This design comes from an exercise in tuning for small area, a short achievable clock period and few clock cycles on the open sky130 flow, not from production work. Where RTL was checked, it was by simulation tests only, not by an equivalence proof against the original.

== lane 1 ==
## bxc_acc
module bxc_acc (
    input  wire        clk,
    input  wire        rst,           
    input  wire        start,
    input  wire        cfg_b58,       
    input  wire        cfg_decode,    
    input  wire [8:0]  cfg_radix,     
    input  wire        in_valid,
    input  wire [8:0]  in_data,
    output wire        in_ready,
    output wire        out_valid,
    output wire [9:0]  out_data,
    input  wire        out_ready,
    output wire        busy,
    output reg  [2:0]  err_code,
    output reg  [31:0] err_pos
);
export LEC_CHECK = 0
export CAP_MARGIN = 70
export CORE_MARGIN = 2
export CORE_UTILIZATION = 40
export PLACE_DENSITY = 0.6
export SLEW_MARGIN = 20
export SYNTH_HIERARCHICAL = 1
create_clock -name core_clock -period 36.0 [get_ports {clk}]
standard.sh (not shown) runs the stock make flow with config.mk's settings and CLKGATE_MAP_FILE= SYNTH_SCRIPT=/design/flow/synth_recipe.tcl, a recipe that flattens the netlist after the stock synthesis.
==> flow/flow/run.sh <==
#!/bin/bash
# Layout flow: the standard ORFS flow (standard.sh, synthesis unchanged),
# with the port buffers built from sky130_fd_sc_hd__buf_2 cells instead of the
# delay-buffer cells buffer_ports picks by default. Every input and output
# port still gets its own buffer.
set -euo pipefail
export BUFFER_PORTS_ARGS="-buffer_cell sky130_fd_sc_hd__buf_2"
bash standard.sh finish > standard_flow.log 2>&1
Testbench counts of lane 1, summed over its fixed seeds: cycles 47,093.
diff inputs: lane 1 => lane 2
diff --git a/flow/config.mk b/flow/config.mk
--- a/flow/config.mk
+++ b/flow/config.mk
@@ -6,8 +6,8 @@
 export NUM_CORES = 4
 export LEC_CHECK = 0
-export CAP_MARGIN = 70
+export CAP_MARGIN = 20
 export CORE_MARGIN = 2
 export CORE_UTILIZATION = 40
 export PLACE_DENSITY = 0.6
-export SLEW_MARGIN = 20
+export SLEW_MARGIN = 70
 export SYNTH_HIERARCHICAL = 1
## What came out
There was hardly any difference in cell area after layout between lane 1 and lane 2.
Lane 2 against lane 1: setup slack shrank by 0.030 ns; global-route wire length before repair decreased by 0.38% relative to the old numbers; maximum frequency went down.
The worst setup path startpoint comes out out_valid_r in one run and err_pos[10] in the other, namely in lane 1 and lane 2 respectively.
Relative to lane 1, flip-flop and latch share of the layout cell area has gone up in lane 2.
From lane 1 to lane 2, die area did not move at all.
Tightest hold margin improves in lane 2 relative to lane 1.

========
Setup of alpha:
bxc_acc, a different RTL version from the one above (not shown whole).
Size: roughly 7400 cells after synthesis, about 68000 sq um of cells after synthesis.
make LEC_CHECK=0 CAP_MARGIN=90 CORE_MARGIN=2 CORE_UTILIZATION=40 PLACE_DENSITY=0.6 SLEW_MARGIN=90 SYNTH_HIERARCHICAL=1 finish   # period 36.0 ns
run.sh (not shown) runs the stock make flow with config.mk's settings and CLKGATE_MAP_FILE= SYNTH_SCRIPT=/design/flow/synth_recipe.tcl, a recipe that flattens the netlist after the stock synthesis.
Stock flow here: none of the scripts above is used.
Run status, alpha: aborted in global routing (5_1_grt), error GRT-0116
Changes in beta relative to alpha:
- changing SLEW_MARGIN from 90 to 20
- changing CAP_MARGIN from 90 to 20
Findings:
beta | status: complete | timing, DRC, antenna: pass
Number of buffers between clock root and the deepest sink across alpha and beta: no real change.
Comparing alpha and beta, placement-stage worst setup slack is higher on beta.
Compared with alpha, beta shows number of instances in the placed design that has gone down by more than 10%.
alpha -> beta: detailed placer's ending HPWL decreased by more than a quarter
In beta, the total CTS buffers came out 2.1% above the value in alpha.
No run of this note included a check of the RTL's function; only the layout flow was run.

========
the previous run:
RTL: one of the versions met above, not the one the previous note started from.
Size: about 68000 µm² of cells after synthesis.
// bxc_acc
module bxc_acc (
    input  wire        clk,
    input  wire        rst,           
    input  wire        start,
    input  wire        cfg_b58,       
    input  wire        cfg_decode,    
    input  wire [8:0]  cfg_radix,     
    input  wire        in_valid,
    input  wire [8:0]  in_data,
    output wire        in_ready,
    output wire        out_valid,
    output wire [9:0]  out_data,
    input  wire        out_ready,
    output wire        busy,
    output reg  [2:0]  err_code,
    output reg  [31:0] err_pos
);
export LEC_CHECK = 0
export CAP_MARGIN = 60
export CORE_MARGIN = 2
export CORE_UTILIZATION = 40
export PLACE_DENSITY = 0.6
export SLEW_MARGIN = 60
export SYNTH_HIERARCHICAL = 1
create_clock -name core_clock -period 36.0 [get_ports {clk}]
standard.sh (not shown) runs the stock make flow with config.mk's settings and CLKGATE_MAP_FILE= SYNTH_SCRIPT=/design/flow/synth_recipe.tcl, a recipe that flattens the netlist after the stock synthesis.
Scripts as last shown in full above: flow/flow/run.sh
The previous run: full flow OK, the timing, DRC and antenna checks passed
Testbench counts of the previous run, summed over its fixed seeds: cycles 47,093.
### the previous run -> the current run
Settings: a change of CAP_MARGIN from 60 to 70; a change of SLEW_MARGIN from 60 to 70.
[summary]
Sort the current run and the previous run by number of buffers other than clock buffers in the final layout asc -> top: the previous run
Compared to the previous run, the current run has final design instance area without fill 1.2% higher.
Average wire per standard cell: the previous run vs the current run, no meaningful difference
Between the previous run and the current run, the stage delay of the slowest cell on the critical path figures differ only marginally.
Layout cell share with drive strength beyond 1 sits higher in the current run than in the previous run.

-- separate check: timing with driven ports --
How much do the figures lean on ideal ports? The routed layouts below were timed once more, with nothing changed but the port constraints. Step 1, drivers: a clkbuf_16 drives clk and a buf_2 each remaining input, both assumed. Step 2 adds t to the input delays and takes it off the output delays; t is the mean of the earliest and latest rising clock arrival at the registers after step 1. Input paths then give back, and output paths get back, about the clock's delay inside the block. a / b / c = ideal ports / drivers / drivers and shift; a / b = the first two.
| run | t (ns) | setup slack, ns | worst hold slack (ns) |
|---|---|---|---|
| lane 1 | 0.832 | 27.369 / 27.285 / 26.628 | 0.272 / 0.272 / 0.272 |
| lane 2 | 0.825 | 27.339 / 27.252 / 26.706 | 0.285 / 0.285 / 0.285 |
| beta | 0.804 | 26.147 / 26.147 / 26.116 | 0.294 / 0.294 / 0.294 |
| the previous run | 0.835 | 27.347 / 27.259 / 26.664 | 0.275 / 0.275 / 0.275 |
| the current run | 0.807 | 27.347 / 27.269 / 26.699 | 0.309 / 0.309 / 0.309 |
After both steps every run listed still meets setup and hold. For lane 1, which loses most, drivers alone change the setup slack by -0.084 ns; drivers and shift together by -0.741 ns.
